This design comes from an exercise in tuning for small area, a short achievable clock period and few clock cycles per item on the open sky130 flow, not from production work. At most, simulation tests tie the RTL to the original design; equivalence was not proved. Only the layout flow was run in runs 2 and 3; the RTL was not checked for function there. Power is estimated from default activity; no workload was simulated.

`flow/config.mk`:
```
export PLATFORM = sky130hd
export DESIGN_NAME = m17_viterbi
export DESIGN_NICKNAME = m17_viterbi
export VERILOG_FILES = /design/flow/design.v
export SDC_FILE = /design/flow/constraint.sdc
export NUM_CORES = 4
export LEC_CHECK = 0
export CAP_MARGIN = 20
export CORE_MARGIN = 2
export CORE_UTILIZATION = 40
export SLEW_MARGIN = 20
```
`flow/constraint.sdc`:
```
create_clock -name core_clock -period 8.0 [get_ports {clk}]
set_input_delay 1.6000 -clock core_clock [delete_from_list [all_inputs] [get_ports {clk}]]
set_output_delay 1.6000 -clock core_clock [all_outputs]
set_load 0.01 [all_outputs]
```
`flow/design.v`:
```
module m17_viterbi (
    input  wire         clk,
    input  wire         rst,         
    input  wire         in_valid,
    output wire         in_ready,
    input  wire         in_scheme,   
    input  wire [4:0]   in_len,      
    input  wire [407:0] in_data,     
    output reg          out_valid,
    output wire [239:0] out_data     
);
    localparam NS  = 64;             
    localparam NB  = NS / 8;         
    localparam R   = 403;            
    localparam MW  = 5;              
    localparam [2:0] S_IDLE = 3'd0, S_RUN = 3'd1, S_MOVE = 3'd2,
                     S_FLR  = 3'd3, S_REW = 3'd4;
    reg [2:0]   st;
    reg         rdy;                 
    reg         sch;
    reg [4:0]   len;
    reg [7:0]   t;                   
    reg [7:0]   tlast;               
    reg [4:0]   col;                 
    reg [8:0]   qpos;                
    reg [R-1:0] cb;                  
    reg         fb;                  
    reg         fail;                
    reg [7:0]   plo;                 
    reg [3:0]   mst;                 
    reg [1:0]   mcnt;
    assign in_ready = rdy;
    reg p1;
    always @* begin
        if (sch == 1'b0) begin
            p1 = ~col[0];
        end else begin
            case (col)
                5'd2, 5'd5, 5'd8, 5'd11, 5'd14, 5'd17, 5'd19: p1 = 1'b0;
                default: p1 = 1'b1;
            endcase
        end
    end
    wire sym0 = cb[R-1];
    wire sym1 = cb[R-2];
    wire [1:0] bm00 = {1'b0, sym0}        + {1'b0, p1 & sym1};
    wire [1:0] bm01 = {1'b0, sym0}        + {1'b0, p1 & ~sym1};
    wire [1:0] bm10 = {1'b0, ~sym0}       + {1'b0, p1 & sym1};
    wire [1:0] bm11 = {1'b0, ~sym0}       + {1'b0, p1 & ~sym1};
    function [1:0] bmsel(input e0, input e1, input [1:0] a, input [1:0] b,
                         input [1:0] c, input [1:0] d);
        case ({e0, e1})
            2'b00: bmsel = a;
            2'b01: bmsel = b;
            2'b10: bmsel = c;
            default: bmsel = d;
        endcase
    endfunction
    reg [MW-1:0] pm [0:15];
    reg [MW-1:0] npm [0:15];
    reg [15:0]   dec;
    reg          warm;               
    integer sp;
    reg [4:0]    rg;
    reg          e0, e1;
    reg [MW-1:0] m0, m1, dm;
    always @* begin
        for (sp = 0; sp < 16; sp = sp + 1) begin
            rg = {1'b0, sp[3:0]};
            e0 = rg[4] ^ rg[3] ^ rg[0];
            e1 = rg[4] ^ rg[2] ^ rg[1] ^ rg[0];
            m0 = pm[sp >> 1]
               + {3'b000, bmsel(e0, e1, bm00, bm01, bm10, bm11)};
            m1 = pm[(sp >> 1) | 8]
               + {3'b000, bmsel(~e0, ~e1, bm00, bm01, bm10, bm11)};
            dm = m1 - m0;
            dec[sp] = warm & dm[MW-1];
            npm[sp] = dec[sp] ? m1 : m0;
        end
    end
    reg [15:0]   dec_r;
    reg [NS-1:0] pth [0:15];
    integer s2;
    always @(posedge clk) begin
        for (s2 = 0; s2 < 16; s2 = s2 + 1)
            pth[s2] <= dec_r[s2] ? {pth[(s2 >> 1) | 8][NS-2:0], 1'b1}
                                 : {pth[s2 >> 1][NS-2:0], 1'b0};
    end
    reg        xv, cv;
    reg [7:0]  xt;
    reg [9:0]  ck;               
    reg [9:0]  lim;                        
    wire [15:0] oldest;
    genvar gs;
    generate
        for (gs = 0; gs < 16; gs = gs + 1) begin : g_old
            assign oldest[gs] = pth[gs][NS-3];
        end
    endgenerate
    wire agree = (oldest == 16'h0000) | (oldest == 16'hffff);
    wire c_in  = cv & ~ck[9] & ~lim[9] & (ck[8:0] < lim[8:0]);
    wire c_wr  = c_in & agree;
    wire c_bad = c_in & ~agree & ~fb;
    reg          fl_req;             
    reg          fl_req_fin;
    reg [4:0]    fl_req_top;
    reg [NS-1:0] fl;
    reg          fl_busy, fl_fin;
    reg [3:0]    fl_cnt;
    reg [5:0]  fl_byte;        
    reg  [239:0] ob;
    assign out_data = ob;
    reg          clr;
    reg  [29:0]  w_byte;
    reg  [7:0]   w_lane;
    reg  [7:0]   w_data;
    integer jb;
    always @* begin
        w_byte = 30'd0;
        w_lane = 8'd0;
        w_data = 8'd0;
        if (clr) begin
            w_byte = {30{1'b1}};
            w_lane = 8'hff;
        end else if (fl_busy) begin
            for (jb = 0; jb < 30; jb = jb + 1)
                if (fl_byte == jb) w_byte[jb] = 1'b1;
            w_lane = 8'hff;
            w_data = fl[7:0];
        end else if (c_wr) begin
            for (jb = 0; jb < 30; jb = jb + 1)
                if (ck[7:3] == jb) w_byte[jb] = 1'b1;
            w_lane[~ck[2:0]] = 1'b1;
            w_data = {8{oldest[0]}};
        end
    end
    integer jo;
    always @(posedge clk) begin
        for (jo = 0; jo < 240; jo = jo + 1)
            if (w_byte[jo / 8] & w_lane[jo % 8])
                ob[jo] <= w_data[jo % 8];
    end
    wire last   = (t == tlast);
    wire last1  = (t == tlast - 8'd1);
    wire chk    = (t + 8'd3 <= tlast);       
    wire fail_n = fail | c_bad;
    wire [4:0] col_max = sch ? 5'd19 : 5'd29;
    wire [1:0] qinc  = (st == S_RUN) ? (p1 ? 2'd2 : 2'd1)
                     : ((qpos == R - 1) ? 2'd1 : 2'd2);
    wire [9:0] qsum  = {1'b0, qpos} + {8'd0, qinc};
    wire [8:0] qnext = (qsum >= R) ? qsum - R : qsum[8:0];
    wire       rot1  = (qinc == 2'd1);
    wire [9:0] jnext = {2'b00, tlast} - (NS - 8);
    wire [9:0] jlow  = {2'b00, tlast} - (NS - 1);
    wire       fb_fin = jlow[9] | (jlow[8:0] <= {1'b0, plo});
    reg        fl_req1;
    integer i;
    always @(posedge clk) begin
        if (rdy) begin
            for (i = 0; i < R; i = i + 1)
                cb[R-1-i] <= in_data[8*(i/8) + 7 - (i%8)];
            qpos <= 9'd0;
        end else begin
            cb   <= rot1 ? {cb[R-2:0], cb[R-1]} : {cb[R-3:0], cb[R-1:R-2]};
            qpos <= qnext;
        end
        for (i = 0; i < 16; i = i + 1)
            pm[i] <= npm[i];
        dec_r <= dec;
        xv    <= 1'b0;
        xt    <= t;
        cv    <= xv;
        ck    <= {2'b00, xt} - (NS + 1);
        if (c_bad && !fail) plo <= ck[7:0];
        fail  <= fail_n;
        fl_req1 <= 1'b0;
        fl_req  <= fl_req1 | (st == S_FLR);
        if (fl_req) begin
            fl      <= pth[0];
            fl_busy <= 1'b1;
            fl_fin  <= fl_req_fin;
            fl_cnt  <= NB - 1;
            fl_byte <= {1'b0, fl_req_top};
            mst     <= {pth[0][NS-5], pth[0][NS-6], pth[0][NS-7], pth[0][NS-8]};
        end else begin
            fl      <= fl >> 8;
            fl_byte <= fl_byte - 6'd1;
            fl_cnt  <= fl_cnt - 4'd1;
            if (fl_cnt == 4'd0) fl_busy <= 1'b0;
        end
        out_valid <= fl_busy & fl_fin & (fl_cnt == 4'd0);
        clr       <= fl_busy & fl_fin & (fl_cnt == 4'd0);
        case (st)
            S_IDLE: begin
                t    <= 8'd0;
                col  <= 5'd0;
                warm <= 1'b0;
                if (in_valid) begin
                    sch   <= in_scheme;
                    len   <= in_len;
                    tlast <= {in_len, 3'b000} + 8'd3;
                    lim   <= {2'b00, in_len, 3'b000} - NS;
                    fail  <= 1'b0;
                    fb    <= 1'b0;
                    rdy   <= 1'b0;
                    st    <= S_RUN;
                end
            end
            S_RUN: begin
                xv   <= chk;
                t    <= t + 8'd1;
                col  <= (col == col_max) ? 5'd0 : col + 5'd1;
                if (t == 8'd3) warm <= 1'b1;
                rdy  <= last1 & ~fb & ~fail_n;
                if (last) begin
                    t    <= 8'd0;
                    col  <= 5'd0;
                    warm <= 1'b0;
                    if (!fb) begin
                        fl_req1    <= 1'b1;
                        fl_req_top <= len - 5'd1;
                        fl_req_fin <= rdy;
                        if (rdy) begin
                            if (in_valid) begin
                                sch   <= in_scheme;
                                len   <= in_len;
                                tlast <= {in_len, 3'b000} + 8'd3;
                                lim   <= {2'b00, in_len, 3'b000} - NS;
                                fail  <= 1'b0;
                                rdy   <= 1'b0;
                            end else begin
                                rdy   <= 1'b1;
                                st    <= S_IDLE;
                            end
                        end else begin
                            fb    <= 1'b1;
                            tlast <= {len, 3'b000} - (NS - 7);
                            st    <= S_REW;
                        end
                    end else begin
                        mcnt <= 2'd0;
                        st   <= S_MOVE;
                    end
                end
            end
            S_MOVE: begin
                dec_r <= {16{mst[3]}};
                mst   <= {mst[2:0], 1'b0};
                mcnt  <= mcnt + 2'd1;
                if (mcnt == 2'd3) st <= S_FLR;
            end
            S_FLR: begin
                fl_req_top <= tlast[7:3];
                fl_req_fin <= fb_fin;
                if (fb_fin) begin
                    rdy <= 1'b1;
                    st  <= S_IDLE;
                end else begin
                    tlast <= jnext[7:0];
                    st    <= S_REW;
                end
            end
            S_REW: begin
                if (qnext == 9'd0) st <= S_RUN;
            end
            default: st <= S_IDLE;
        endcase
        if (rst) begin
            st        <= S_IDLE;
            rdy       <= 1'b1;
            fl_busy   <= 1'b0;
            fl_req    <= 1'b0;
            fl_req1   <= 1'b0;
            out_valid <= 1'b0;
            clr       <= 1'b1;
            xv        <= 1'b0;
            cv        <= 1'b0;
        end
    end
endmodule
```
`flow/run.sh`:
```
#!/bin/bash
# synth_recipe.tcl (not shown) runs the flow's synth.tcl, then flattens the netlist and writes it again
# the make line also repeats each setting of config.mk as NAME=value (left out here)
make -C /OpenROAD-flow-scripts/flow DESIGN_CONFIG=/design/flow/config.mk WORK_HOME=/design/flow/orfs CLKGATE_MAP_FILE= SYNTH_SCRIPT=/design/flow/synth_recipe.tcl finish
```
==> impl_results.md, run 1 <==
- Total wire length: 177000 um
- Startpoint Class: flop
- Via Count: 44600
- WL per Instance: 19.5 um
- Worst-Margin Slew: approximately 1.2 ns
- Finished Layout Cells: between 9000 and 10000
- DRT iter0 DRCs: 2294
- R2R Path End: pm[5][1]
- Initial core utilization: about 40%
- # DRC: 0
- Design area: 87300 sq um
- Vias in the first global route: between 40000 and 50000
- Ratio of cells with drive above 1 in the final layout: ~22%
- CP cell instances: ha_1, nor2_1, o21ai_0, a21oi_1, o211ai_1, o21ai_1, nor2b_1, ha_2, inv_1, ha_1, fa_1, ha_1, a21o_1, a21o_1, a21oi_1, xnor2_1, nand2_1, mux2_2
- Register bit total from synthesis: 1899
- Port-buffer cells: 653
- Hpwl dp: 119000 um
- CTS Buf Count: 193
- Global-route total usage across every layer: 18.9%
- Final Hold Violating Endpoints: 0
- Peak Freq: 189 MHz
- Async SR Flop Fraction: 0%
- Die width: 428 um
- Flop-to-flop setup slack: about 2.7 ns
- Final min period: around 5.3 ns
- Dpl cells: 8701
- Skew-Pair Late Insertion Delay: between 0.8 and 0.9 ns
- Largest net degree at the start of global routing: roughly 280
- Crit end category: flop
- Crit Path Class: flop to flop
- Placement Rows: between 150 and 200
- Number of synthesized flops with an enable pin: slightly below 300
- Maximum buffer depth of the clock tree: 3
- Status: timing/DRC/antenna clean
- Number of H-tree levels: 4
- Sink Count: 1899
- Endpoints failing setup: 0
- Syn Area/Cell: 12.0 sq um
- Final period util: 66.2%
- Final ANT Viol Nets: 0
- PD cells: 432 nW/um^2
- Lkg Pwr: 34.6 nW
- CP Data Required Time: between 8 and 9 ns
- Worst EP arrival: 5.92 ns
- Die area: 183000 sq um
- Commonest cells after routing, fill and taps aside: dfxtp_1 (1589), mux2_2 (1070), clkdlybuf4s50_1 (653), nand2_1 (486), mux2i_1 (426)
- CP Buf/Inv Count: 1
- WL met3: 7600 um
- HP Start: fl_cnt[0]
- Worst-path clk slew: approximately 0.060 ns
- Placed inst area: around 81000 sq um
- Sequential fraction of the synthesis area: a little under three fifths
- Final core occ: 48.9%
- CTS tree: built
- Post-CTS Setup Inserts: 0
- Pre-CTS setup slack: 2.40 ns
- Top_reg_cell synth: dfxtp_1
- Number of distinct library cells after synthesis: 63
- Peak VDD IR: 0.233 mV
- First-pass GRT wire length: 270000 um
- Post-Route M1 WL: just under 80000 um
- Hold Path Sink: fl_cnt[0]
- Final setup margin: 2.71 ns
- RSZ-0062 raised after global routing: false
- Nets: 7160
- Overflow after GRT: 0
- Detailed Routing Iterations Pass 1: 5
- R2R Path Start: col[0]
- Cts repair resizes: 0
- Top-level I/O count: 659
- Commonest non-fill, non-tap cell in the layout: dfxtp_1
- Syn nets: about 6600
- Post-Route Setup TNS: 0 ns
- Slew HR: 20.6%
- Hold depth: 1
- Max cap viols: 0
- Area delta synth->final: 21.4%
- Number of antenna violations at the first check in global routing: 43
- Max Clock Skew: 0.0933 ns
- Worst r2r path cells: 18
- Ys Warns: 4
- Max layer used: met5
- CP max stage delay: 0.49 ns
- Core Box Area: ~180000 sq um
- Max-slew violations: 0
- Worst-path fanout max: 9
- Die span in y: between 400 and 500 um
- HP Class: flop to flop
- CTS Root Cell: clkbuf_16
- Delay-heaviest family, CP: adder cells
- Mapped Area: between 70000 and 80000 sq um
- CP most frequent cell: ha_1
- Post-Synthesis Cells: about 6000
- Crit-path slowest cell: edfxtp_1
- Met2 Wirelength: 86700 um
- Routability cong.: 0.838
- Vias per cell: 4.92
- Post-CTS Hold Buffers: 0
==> cells by family after synthesis <==
family / share of synthesized area, %
compound gates: 5.50
xor+xnor: 2.34
fa+ha+maj: 3.77
buf+inv: 2.41
flops: 56.9
mux: 22.7
simple gates: 6.35
==> metal layers <==
metal | vias up | track usage [%]
met4 | 40 | 6.84
li1 | 22000 | -
met3 | 320 | 3.90
met5 | - | 0
met2 | 798 | 32.5
met1 | 21500 | 23.3
==> power by group <==
group          switching [mW]  total (mW)  leakage [nW]  internal, mW
registers                2.48        15.6          16.2          13.1
clock network            3.79        9.10          3.19          5.31
logic                    6.25        13.0          15.3          6.74
==> Yosys cell counts, types with 5 or more instances <==
cell type  instances  area [sq um]
nand4_1           14          87.6
o21ai_1          129           646
o211ai_1           7          52.6
a21o_1            62           465
buf_2             18          90.1
and2_1            14          87.6
a221oi_1          10          87.6
a211oi_1           9          67.6
buf_4             39           293
nand3_1           54           270
nor2b_1           31           194
or3_1              6          37.5
or2_2              5          31.3
a221oi_2           6          90.1
o21a_1             5          37.5
nor3_1            32           160
nor4_1             6          37.5
a21oi_1          121           606
nand2b_1          28           175
clkbuf_1         268          1010
nand2_1          486          1820
xnor2_1          114           998
mux2i_1          426          4260
o21ai_0          328          1640
ha_1             164          2050
xor2_1            78           683
inv_1             81           304
nor2_1           362          1360
fa_1              33           661
edfxtp_1         292          8770
mux2_2          1070         12000
buf_1              8          30.0
dfxtp_1         1607         32200
==> registers in the layout, indices dropped and copies added, names as in the netlist, 4 cells and up <==
name,cells
fl,64
fl_byte,6
xt,8
len,5
dec_r,16
fl_cnt,4
pth,995
pm,80
fl_req_top,5
t,8
qpos,9
ck,9
mst,4
ob,240
tlast,8
cb,403
plo,8
col,5
==> area by class of cell <==
| cell class | count | area [sq um] |
|---|---|---|
| Clock inverter | 63 | 837 |
| Timing Repair Buffer | 712 | 7140 |
| Fill cell | 15900 | 91300 |
| Inverter | 81 | 304 |
| Tap cell | 2355 | 2950 |
| Antenna cell | 23 | 57.6 |
| Clock buffer | 289 | 5670 |
| Sequential cell | 1899 | 41000 |
| Multi-Input combinational cell | 3659 | 29300 |
==> how the worst max path moves through the flow <==
stage | depth (start not counted) | from | end
after floorplan | 22 | col[0] | st[2]
after global placement | 19 | col[0] | pm[5][0]
after detailed placement | 20 | col[0] | dec_r[9]
after CTS | 19 | col[0] | pm[5][1]
after global routing | 20 | col[0] | st[2]
final | 18 | col[0] | pm[5][1]
==> stage by stage <==
stage	power [mW]	hold WS (ns)
floorplan	25.2	0.329
global placement	28.5	0.390
detailed placement	28.7	0.395
CTS	38.0	0.410
global route	40.3	0.423
finish	37.7	0.407
Testbench counts, summed over its fixed seeds: cycles 35,568, items 192.
==> run 2, diff against run 1 <==
--- a/flow/design.v
+++ b/flow/design.v
@@ -88,8 +88,8 @@
     end
     reg        xv, cv;
     reg [7:0]  xt;
-    reg [9:0]  ck;               
-    reg [9:0]  lim;                        
+    reg signed [9:0] ck;
+    reg signed [9:0] lim;            
     wire [15:0] oldest;
     genvar gs;
     generate
@@ -98,7 +98,7 @@
         end
     endgenerate
     wire agree = (oldest == 16'h0000) | (oldest == 16'hffff);
-    wire c_in  = cv & ~ck[9] & ~lim[9] & (ck[8:0] < lim[8:0]);
+    wire c_in  = cv & ~ck[9] & (ck < lim);
     wire c_wr  = c_in & agree;
     wire c_bad = c_in & ~agree & ~fb;
     reg          fl_req;             
@@ -107,7 +107,7 @@
     reg [NS-1:0] fl;
     reg          fl_busy, fl_fin;
     reg [3:0]    fl_cnt;
-    reg [5:0]  fl_byte;        
+    reg signed [5:0] fl_byte;
     reg  [239:0] ob;
     assign out_data = ob;
     reg          clr;
@@ -150,9 +150,8 @@
     wire [9:0] qsum  = {1'b0, qpos} + {8'd0, qinc};
     wire [8:0] qnext = (qsum >= R) ? qsum - R : qsum[8:0];
     wire       rot1  = (qinc == 2'd1);
-    wire [9:0] jnext = {2'b00, tlast} - (NS - 8);
-    wire [9:0] jlow  = {2'b00, tlast} - (NS - 1);
-    wire       fb_fin = jlow[9] | (jlow[8:0] <= {1'b0, plo});
+    wire signed [9:0] jnext = $signed({2'b00, tlast}) - (NS - 8);
+    wire       fb_fin = $signed({2'b00, tlast}) - (NS - 1) <= $signed({2'b00, plo});
     reg        fl_req1;
     integer i;
     always @(posedge clk) begin
@@ -170,7 +169,7 @@
         xv    <= 1'b0;
         xt    <= t;
         cv    <= xv;
-        ck    <= {2'b00, xt} - (NS + 1);
+        ck    <= $signed({2'b00, xt}) - (NS + 1);
         if (c_bad && !fail) plo <= ck[7:0];
         fail  <= fail_n;
         fl_req1 <= 1'b0;
@@ -184,7 +183,7 @@
             mst     <= {pth[0][NS-5], pth[0][NS-6], pth[0][NS-7], pth[0][NS-8]};
         end else begin
             fl      <= fl >> 8;
-            fl_byte <= fl_byte - 6'd1;
+            fl_byte <= fl_byte - 6'sd1;
             fl_cnt  <= fl_cnt - 4'd1;
             if (fl_cnt == 4'd0) fl_busy <= 1'b0;
         end
@@ -199,7 +198,7 @@
                     sch   <= in_scheme;
                     len   <= in_len;
                     tlast <= {in_len, 3'b000} + 8'd3;
-                    lim   <= {2'b00, in_len, 3'b000} - NS;
+                    lim   <= $signed({2'b00, in_len, 3'b000}) - NS;
                     fail  <= 1'b0;
                     fb    <= 1'b0;
                     rdy   <= 1'b0;
@@ -225,7 +224,7 @@
                                 sch   <= in_scheme;
                                 len   <= in_len;
                                 tlast <= {in_len, 3'b000} + 8'd3;
-                                lim   <= {2'b00, in_len, 3'b000} - NS;
+                                lim   <= $signed({2'b00, in_len, 3'b000}) - NS;
                                 fail  <= 1'b0;
                                 rdy   <= 1'b0;
                             end else begin
==> run 2 against run 1 <==
Utilization shrank 0.29 points. Critical path type unchanged. Highest routed layer unchanged. Die area grew 0.77%. Routed wire length grew 1.0%. Worst hold slack gained 0.0039 ns. Via count grew 0.53%. Fmax shrank 1.4%. Synthesized cell count shrank 0.23%. First-iteration DRC count shrank 3.1%. Worst setup slack lost 0.075 ns. Global-route usage grew 0.14 points. Clock power grew 2%. Sequential cell count is the same.
==> impl_results.md, run 2 <==
- Cts repair resizes: 0
- Placement Rows: 156
- Leading cell type by number of instances after synthesis: dfxtp_1
- Area delta synth->final: 20.9%
- Number of synthesized flops with an enable pin: 292
- Lkg Pwr: about 35 nW
- Most flops, register: pth
- Largest registers: pth (995), cb (403), ob (240)
- Hold slack: 0.411 ns
- Vias per cell: 4.94
- Post-CTS Hold Buffers: 0
- Number of H-tree levels: 4
- Commonest cells after routing, fill and taps aside: dfxtp_1 (1588), mux2_2 (1070), clkdlybuf4s50_1 (653), nand2_1 (476), mux2i_1 (443)
- Max cap viols: 0
- Placed inst area: 80900 sq um
- Slew HR: 22.2%
- RSZ-0062 raised after global routing: false
- Startpoint Class: flop
- Detailed Routing Iterations Pass 1: 5
- HP Start: fl_cnt[0]
- Register bit total from synthesis: ~1900
- Final Hold Violating Endpoints: 0
- Synth top area share: 44.4%
- Syn Area/Cell: between 10 and 15 sq um
- Final core occ: 48.6%
- Worst r2r path cells: 19
- Maximum buffer depth of the clock tree: 3
- Post-Synthesis Cells: ~6000
- Sequential fraction of the synthesis area: 56.5%
- Top-level I/O count: 659
- Syn nets: approximately 6600
- Peak Freq: 186 MHz
- Storage cell area: 41000 sq um
- Post-Route Setup TNS: 0 ns
- Final min period: approximately 5.4 ns
- Total wire length: between 150000 and 200000 um
- CTS Buf Count: 196
- Design area: 87600 sq um
- CP cell instances: inv_1, ha_1, nor2_1, o211a_1, o311ai_2, o21ai_0, nor2b_1, ha_1, inv_1, ha_1, fa_1, inv_1, ha_1, a21o_1, a21o_1, a21oi_1, xnor2_1, nand2_1, mux2_2
- Nets: 7144
- Initial core utilization: 40.2%
- Pre-CTS setup slack: 2.56 ns
- Crit end category: flop
- Status: timing/DRC/antenna clean
- Crit Path Class: flop to flop
- Largest net degree at the start of global routing: about 230
- Max Clock Skew: roughly 0.047 ns
- DRT iter0 DRCs: 2223
- Cell taking the most area after synthesis: dfxtp_1
- R2R Path Start: col[0]
- Critical Path Start: col[0]
- Die width: between 400 and 500 um
- Hold depth: 1
- Top_reg_cell synth: dfxtp_1
- Via Count: between 40000 and 50000
- Vias in the first global route: 46100
- Final setup margin: 2.63 ns
- Top cells by count, synth: dfxtp_1 (1607), mux2_2 (1070), nand2_1 (476)
- Die area: 185000 sq um
- Hold Path Sink: fl_cnt[0]
- Post-CTS Setup Inserts: 0
- Worst-path clk slew: approximately 0.060 ns
- Final ANT Viol Nets: 0
- Crit-path slowest cell: ha_1
- Flop-to-flop setup slack: 2.63 ns
- Peak VDD IR: 0.243 mV
- CP most frequent cell: ha_1
- Final period util: around two thirds
- Routability cong.: 0.820
- Worst-Margin Slew: 1.17 ns
- Ratio of cells with drive above 1 in the final layout: 22.5%
- CTS tree: built
- Core Box Area: ~180000 sq um
- Sink Count: 1899
- Number of antenna violations at the first check in global routing: 34
- Commonest non-fill, non-tap cell in the layout: dfxtp_1
- Mapped Area: 72500 sq um
- WL per Instance: ~20 um
- Hpwl dp: 123000 um
- R2R Path End: pm[15][0]
- Async SR Flop Fraction: 0%
- CP Buf/Inv Count: 3
- Die span in y: 430 um
- Delay-heaviest family, CP: adder cells
- Endpoints failing setup: 0
- Max-slew violations: 0
- PD cells: 429 nW/um^2
- Largest cells by area after synthesis: dfxtp_1 (44%), mux2_2 (17%), edfxtp_1 (12%), mux2i_1 (6.1%), ha_1 (2.8%)
- Number of flip-flops in the largest register: 995
- CTS Root Cell: clkbuf_16
- Skew-Pair Late Insertion Delay: 0.85 ns
- Overflow after GRT: 0
- # DRC: 0
- Worst-path fanout max: 9
- Area of the multi-input gates: 29500 sq um
- Port-buffer cells: 653
- First-pass GRT wire length: 274000 um
- CP Data Required Time: 8.71 ns
- CP max stage delay: 0.58 ns
- Worst EP arrival: 6.08 ns
- Ys Warns: 4
- HP Class: flop to flop
- Number of distinct library cells after synthesis: 77
- Fillers: approximately 16000
- Global-route total usage across every layer: a little under a fifth
-- run 2: changes by cell type after synthesis, moves of 16 or more --
cell	change
inv_1	+19
xor2_1	+17
a21oi_1	-41
mux2i_1	+17
o21ai_1	+252
o21ba_2	+16
buf_8	+31
buf_4	-35
o21ai_0	-260
nor2_1	-50
a21boi_0	+18
-- run 2: layer usage --
layer / vias up / GRT usage (%) / share of wire, %
li1: 22000 / - / -
met1: 21700 / 23.8 / 43
met2: 862 / 32.5 / 49
met3: 299 / 4.00 / 4.7
met4: 30 / 6.20 / 2.8
met5: - / 0 / 0.11
-- run 2: metrics by stage --
| step | power, mW | instances |
|---|---|---|
| CTS | 38.0 | 9062 |
| detailed placement | 28.5 | 8700 |
| finish | 37.6 | 9079 |
| global placement | 28.3 | 8699 |
| global route | 40.2 | 9078 |
| floorplan | 25.2 | 5959 |
-- run 2: cell type report --
| class | instances | area share [%] |
|---|---|---|
| sequential | 1899 | 46.8 |
| multi-input combinational | 3622 | 33.7 |
| timing repair buffer | 709 | 7.96 |
| clock buffer | 290 | 6.47 |
| tap | 2370 | 3.38 |
| clock inverter | 72 | 1.17 |
| inverter | 101 | 0.463 |
| antenna | 16 | 0.0457 |
-- run 2: cells by family after synthesis --
family	share of synthesized area (%)
AOI/OAI and AO/OA	5.71
xor gates and xnor gates	2.39
adders and majority gates	3.76
buffers and inverters	2.97
DFF	56.5
muxes	22.8
and+or+nand+nor	5.89
-- run 2: worst max-delay path by stage --
stage	to	slack, ns	depth (start not counted)
floorplan	st[0]	3.72	20
global placement	pm[15][1]	2.69	19
detailed placement	pm[15][1]	2.56	19
CTS	pm[15][0]	2.49	18
global route	pm[15][0]	2.13	18
finish	pm[15][0]	2.63	19
-- run 2: power breakdown --
part	leakage (nW)	switching, mW	internal, mW
Clock	3.26	3.89	5.40
Sequential	16.2	2.24	13.0
Combinational	15.4	6.32	6.73
Total	34.8	12.5	25.1
==> run 3, diff against run 2 <==
==> flow/design.v (replaced) <==
module m17_viterbi (
    input  wire         clk,
    input  wire         rst,         
    input  wire         in_valid,
    output wire         in_ready,
    input  wire         in_scheme,   
    input  wire [4:0]   in_len,      
    input  wire [407:0] in_data,     
    output reg          out_valid,
    output reg  [239:0] out_data     
);
    localparam MW      = 10;         
    localparam [MW-1:0] BIAS = 10'd512;   
    localparam CBITS   = 408;        
    localparam NSTEPS  = 244;        
    localparam [1:0] S_IDLE = 2'd0, S_ACS = 2'd1, S_TB = 2'd2;
    reg [1:0]        state;
    reg              scheme;
    reg [7:0]        tlast;          
    reg [7:0]        t;              
    reg [4:0]        col;            
    reg [CBITS-1:0]  cbuf;           
    reg [16*MW-1:0]  pm;             
    reg [3:0]        s;              
    reg [15:0]       dec_mem [0:NSTEPS-1];
    assign in_ready = (state == S_IDLE);
    wire accept = in_valid && in_ready;
    reg p1;
    always @* begin
        if (scheme == 1'b0) begin
            p1 = ~col[0];                        
        end else begin
            case (col)
                5'd2, 5'd5, 5'd8, 5'd11, 5'd14, 5'd17, 5'd19: p1 = 1'b0;
                default: p1 = 1'b1;
            endcase
        end
    end
    wire sym0 = cbuf[CBITS-1];
    wire sym1 = cbuf[CBITS-2];
    wire [4:0] col_max = scheme ? 5'd19 : 5'd29;
    function exp0(input [4:0] r);
        exp0 = ^(r & 5'h19);
    endfunction
    function exp1(input [4:0] r);
        exp1 = ^(r & 5'h17);
    endfunction
    reg [16*MW-1:0] npm;
    reg [15:0]      dec;
    integer sp;
    reg [4:0]       rg;
    reg [3:0]       pred;
    reg [MW-1:0]    m0, m1;
    always @* begin
        npm = {16*MW{1'b0}};
        dec = 16'd0;
        for (sp = 0; sp < 16; sp = sp + 1) begin
            rg   = {1'b0, sp[3:0]};
            pred = {1'b0, sp[3:1]};
            m0   = pm[pred*MW +: MW]
                 + {{(MW-1){1'b0}}, sym0 ^ exp0(rg)}
                 + {{(MW-1){1'b0}}, p1 & (sym1 ^ exp1(rg))};
            rg   = {1'b1, sp[3:0]};
            pred = {1'b1, sp[3:1]};
            m1   = pm[pred*MW +: MW]
                 + {{(MW-1){1'b0}}, sym0 ^ exp0(rg)}
                 + {{(MW-1){1'b0}}, p1 & (sym1 ^ exp1(rg))};
            if (m1 < m0) begin
                npm[sp*MW +: MW] = m1;
                dec[sp] = 1'b1;
            end else begin
                npm[sp*MW +: MW] = m0;
                dec[sp] = 1'b0;
            end
        end
    end
    wire [15:0] dec_row = dec_mem[t];
    wire [7:0]  data_steps = {in_len, 3'b000};
    integer i;
    always @(posedge clk) begin
        if (rst) begin
            state     <= S_IDLE;
            out_valid <= 1'b0;
        end else begin
            out_valid <= 1'b0;
            case (state)
                S_IDLE: begin
                    if (accept) begin
                        scheme <= in_scheme;
                        tlast  <= data_steps + 8'd3;
                        t      <= 8'd0;
                        col    <= 5'd0;
                        for (i = 0; i < CBITS; i = i + 1)
                            cbuf[CBITS-1-i] <= in_data[8*(i/8) + 7 - (i%8)];
                        pm     <= {{15{BIAS}}, {MW{1'b0}}};
                        out_data <= 240'd0;
                        state  <= S_ACS;
                    end
                end
                S_ACS: begin
                    pm <= npm;
                    dec_mem[t] <= dec;
                    cbuf <= p1 ? (cbuf << 2) : (cbuf << 1);
                    col <= (col == col_max) ? 5'd0 : col + 5'd1;
                    if (t == tlast) begin
                        s     <= 4'd0;
                        state <= S_TB;
                    end else begin
                        t <= t + 8'd1;
                    end
                end
                S_TB: begin
                    if (t < tlast - 8'd3)
                        out_data[t ^ 8'd7] <= s[0];
                    s <= {dec_row[s], s[3:1]};
                    if (t == 8'd0) begin
                        out_valid <= 1'b1;
                        state     <= S_IDLE;
                    end else begin
                        t <= t - 8'd1;
                    end
                end
                default: state <= S_IDLE;
            endcase
        end
    end
endmodule
==> run 3 against run 2 <==
Still clean on timing, DRC and antenna. Register-to-register slack got worse by 1.1 ns. Clock-buffer cell count increased by 338. Fmax decreased by 18%. Synthesized area increased to 2.8 times the previous value. Combinational power decreased by 31%. Sequential power increased by 92%. Non-clock buffer count increased by 460. Via count increased to 2.7 times the previous value. Clock skew increased by 0.022 ns.
==> impl_results.md, run 3 <==
- Syn nets: ~13000
- Post-Synthesis Cells: 12000
- Top-level I/O count: 659
- Largest net degree at the start of global routing: 184
- Commonest non-fill, non-tap cell in the layout: edfxtp_1
- Synth top area share: 70.9%
- Placement Rows: 260
- Crit Path Class: flop to flop
- Max layer used: met5
- Die width: 712 um
- Max-slew violations: 0
- Worst-path fanout max: 113
- Final ANT Viol Nets: 0
- WL met3: 64200 um
- Post-CTS Hold Buffers: 0
- Flop-to-flop setup slack: between 1 and 1.5 ns
- Cell taking the most area after synthesis: edfxtp_1
- CP Data Required Time: 8.77 ns
- Worst-Margin Slew: 1.22 ns
- Area delta synth->final: 16.5%
- Peak VDD IR: 0.241 mV
- Routability cong.: 0.888
- Total wire length: 633000 um
- Number of distinct library cells after synthesis: 75
- Post-CTS Setup Inserts: 0
- R2R Path Start: col[0]
- Number of synthesized flops with an enable pin: 4735
- Port-buffer cells: 658
- DRT iter0 DRCs: 15700
- Hold depth: 2
- Commonest cells after routing, fill and taps aside: edfxtp_1 (4735), nand2_1 (1425), mux4_2 (973), nor2_1 (702), clkdlybuf4s50_1 (658)
- Endpoints failing setup: 0
- CP most frequent cell: a21o_1
- Lkg Pwr: 75.6 nW
- Largest registers: dec_mem (3904), cbuf (408), out_data (240)
- Register bit total from synthesis: 4746
- Crit-path slowest cell: nand2_1
- Number of flip-flops in the largest register: 3904
- Worst r2r path cells: 21
- Top_reg_cell synth: edfxtp_1
- Met2 Wirelength: between 200000 and 300000 um
- CP max stage delay: 0.51 ns
- Worst EP arrival: between 7 and 8 ns
- Number of H-tree levels: 6
- CTS Root Cell: clkbuf_16
- Async SR Flop Fraction: 0%
- Post-Route M1 WL: 255000 um
- Skew-Pair Late Insertion Delay: 1.07 ns
- Leading cell type by number of instances after synthesis: edfxtp_1
- First-pass GRT wire length: 888000 um
- CTS tree: built
- Die span in y: 712 um
- Vias per cell: 5.96
- Core Box Area: 500000 sq um
- Vias in the first global route: 114000
- Cts repair resizes: 0
- Ys Warns: 1
- RSZ-0062 raised after global routing: false
- Detailed Routing Iterations Pass 1: 6
- R2R Path End: dec_mem[216][15]
- Final Hold Violating Endpoints: 0
- Die area: 507000 sq um
- Most flops, register: dec_mem
- Final core occ: 46.7%
- Ratio of cells with drive above 1 in the final layout: 18.6%
- Final min period: 6.52 ns
- Global-route total usage across every layer: 24.3%
- Sequential fraction of the synthesis area: 71.0%
- Hold Path Sink: state[0]
- Initial core utilization: roughly two fifths
- Status: timing/DRC/antenna clean
- HP Class: flop to flop
- PD cells: approximately 260 nW/um^2
- Peak Freq: 153 MHz
- Via Count: 119000
- Final period util: ~81%
- Slew HR: roughly 18%
- CTS Buf Count: 520
- Overflow after GRT: 0
- Worst-path clk slew: 0.06 ns
- Number of antenna violations at the first check in global routing: 40
- Largest cells by area after synthesis: edfxtp_1 (71%), mux4_2 (11%), nand2_1 (2.7%), nor2_1 (1.6%), ha_1 (1.5%)
- Syn Area/Cell: 16.7 sq um
- # DRC: 0
- Maximum buffer depth of the clock tree: 4
- CP cell instances: ha_1, or2_2, a21oi_1, o22ai_1, a31oi_4, nand2_1, buf_4, xnor2_1, ha_1, a31o_2, ha_1, ha_1, a21o_1, a21o_1, a21o_1, a21o_1, a21o_1, a211oi_1, o31ai_2, inv_8, buf_12
- Sink Count: 4746
- Max Clock Skew: 0.0691 ns
- Crit end category: flop
- Post-Route Setup TNS: 0 ns
- HP Start: state[0]
- WL per Instance: 31.6 um
- Max cap viols: 0
- Startpoint Class: flop
- Nets: 13600
- Top cells by count, synth: edfxtp_1 (4735), nand2_1 (1427), mux4_2 (973)
- Hpwl dp: approximately 400000 um
- Mapped Area: 201000 sq um
[run 3: how the worst max path moves through the flow]
stage / from / to / slack [ns] / depth (start not counted)
6_report: col[0] / dec_mem[216][15] / 1.48 / 21
2_1_floorplan: rst / cbuf[0] / -2.61 / 2
3_5_place_dp: col[0] / dec_mem[89][8] / 1.51 / 22
5_1_grt: col[0] / dec_mem[93][5] / 1.08 / 23
4_1_cts: col[0] / dec_mem[76][8] / 1.44 / 22
3_3_place_gp: col[0] / dec_mem[89][8] / 1.52 / 22
[run 3: cell families after synthesis]
kind of cell               Yosys count  synth area share [%]
AOI/OAI and AO/OA                 1647                  5.61
xor gates and xnor gates           305                  1.33
adders and majority gates          249                  1.56
buffers and inverters              824                  1.95
DFF                               4746                  71.0
muxes                             1240                  12.3
and+or+nand+nor                   2977                  6.27
[run 3: through the flow]
step	power [mW]	setup slack [ns]	cell area [sq um]	cells	hold slack, ns
6_report	61.5	1.48	234000	20000	0.536
5_1_grt	63.3	1.08	234000	20000	0.571
4_1_cts	61.7	1.44	234000	20000	0.540
3_5_place_dp	38.8	1.51	217000	19100	0.531
3_3_place_gp	38.7	1.52	217000	19100	0.525
2_1_floorplan	35.2	-2.61	201000	12000	0.467
[run 3: cell type report]
type                            instances  area (sq um)
Timing Repair Buffer                 1169         11100
Antenna cell                           31          77.6
Clock inverter                        269          2310
Inverter                               72           395
Clock buffer                          628         13700
Sequential cell                      4746        142000
Fill cell                           42800        267000
Multi-Input combinational cell       6418         55200
Tap cell                             6681          8360
[run 3: report_power, final]
part	internal [mW]	switching, mW	leakage (nW)	total (mW)
Clock	13.2	9.95	7.85	23.1
Sequential	28.9	0.429	42.8	29.3
Combinational	3.05	5.97	25.0	9.02
Total	45.1	16.4	75.6	61.5
[run 3: worst max-delay path: cells and delay by family (launching register included)]
kind                     cells  cell delay, ns
AO/OA/AOI/OAI               11            2.14
buffers and inverters        3            1.18
flip-flops                   1            0.47
adder cells (fa/ha/maj)      4            1.05
XOR/XNOR                     1            0.14
AND/OR/NAND/NOR              2            0.82
[run 3: routing by layer]
metal  vias to the layer above  GRT usage [%]
li1                      49200              -
met1                     62400           34.2
met2                      6452           37.4
met3                      1099           5.22
met4                        26           8.81
met5                         -              0

separate check: timing with driven ports:
How much do the figures lean on ideal ports? The routed layouts below were timed once more, with nothing changed but the port constraints. Step 1, drivers: a clkbuf_16 drives clk and a buf_2 each remaining input, both assumed. Step 2 adds t to the input delays and takes it off the output delays; t is the mean of the earliest and latest rising clock arrival at the registers after step 1. Input paths then give back, and output paths get back, about the clock's delay inside the block. Three values: no drivers, after step 1, after step 2; two values: the first two.
run | t, ns | setup slack, ns | cell pins on the clock port's net
run 1 | 0.869 | 2.705 / 2.705 / 2.705 | 1
run 2 | 0.912 | 2.630 / 2.630 / 2.630 | 1
run 3 | 1.157 | 1.482 / 1.482 / 1.482 | 1
After both steps every run listed still meets setup and hold.
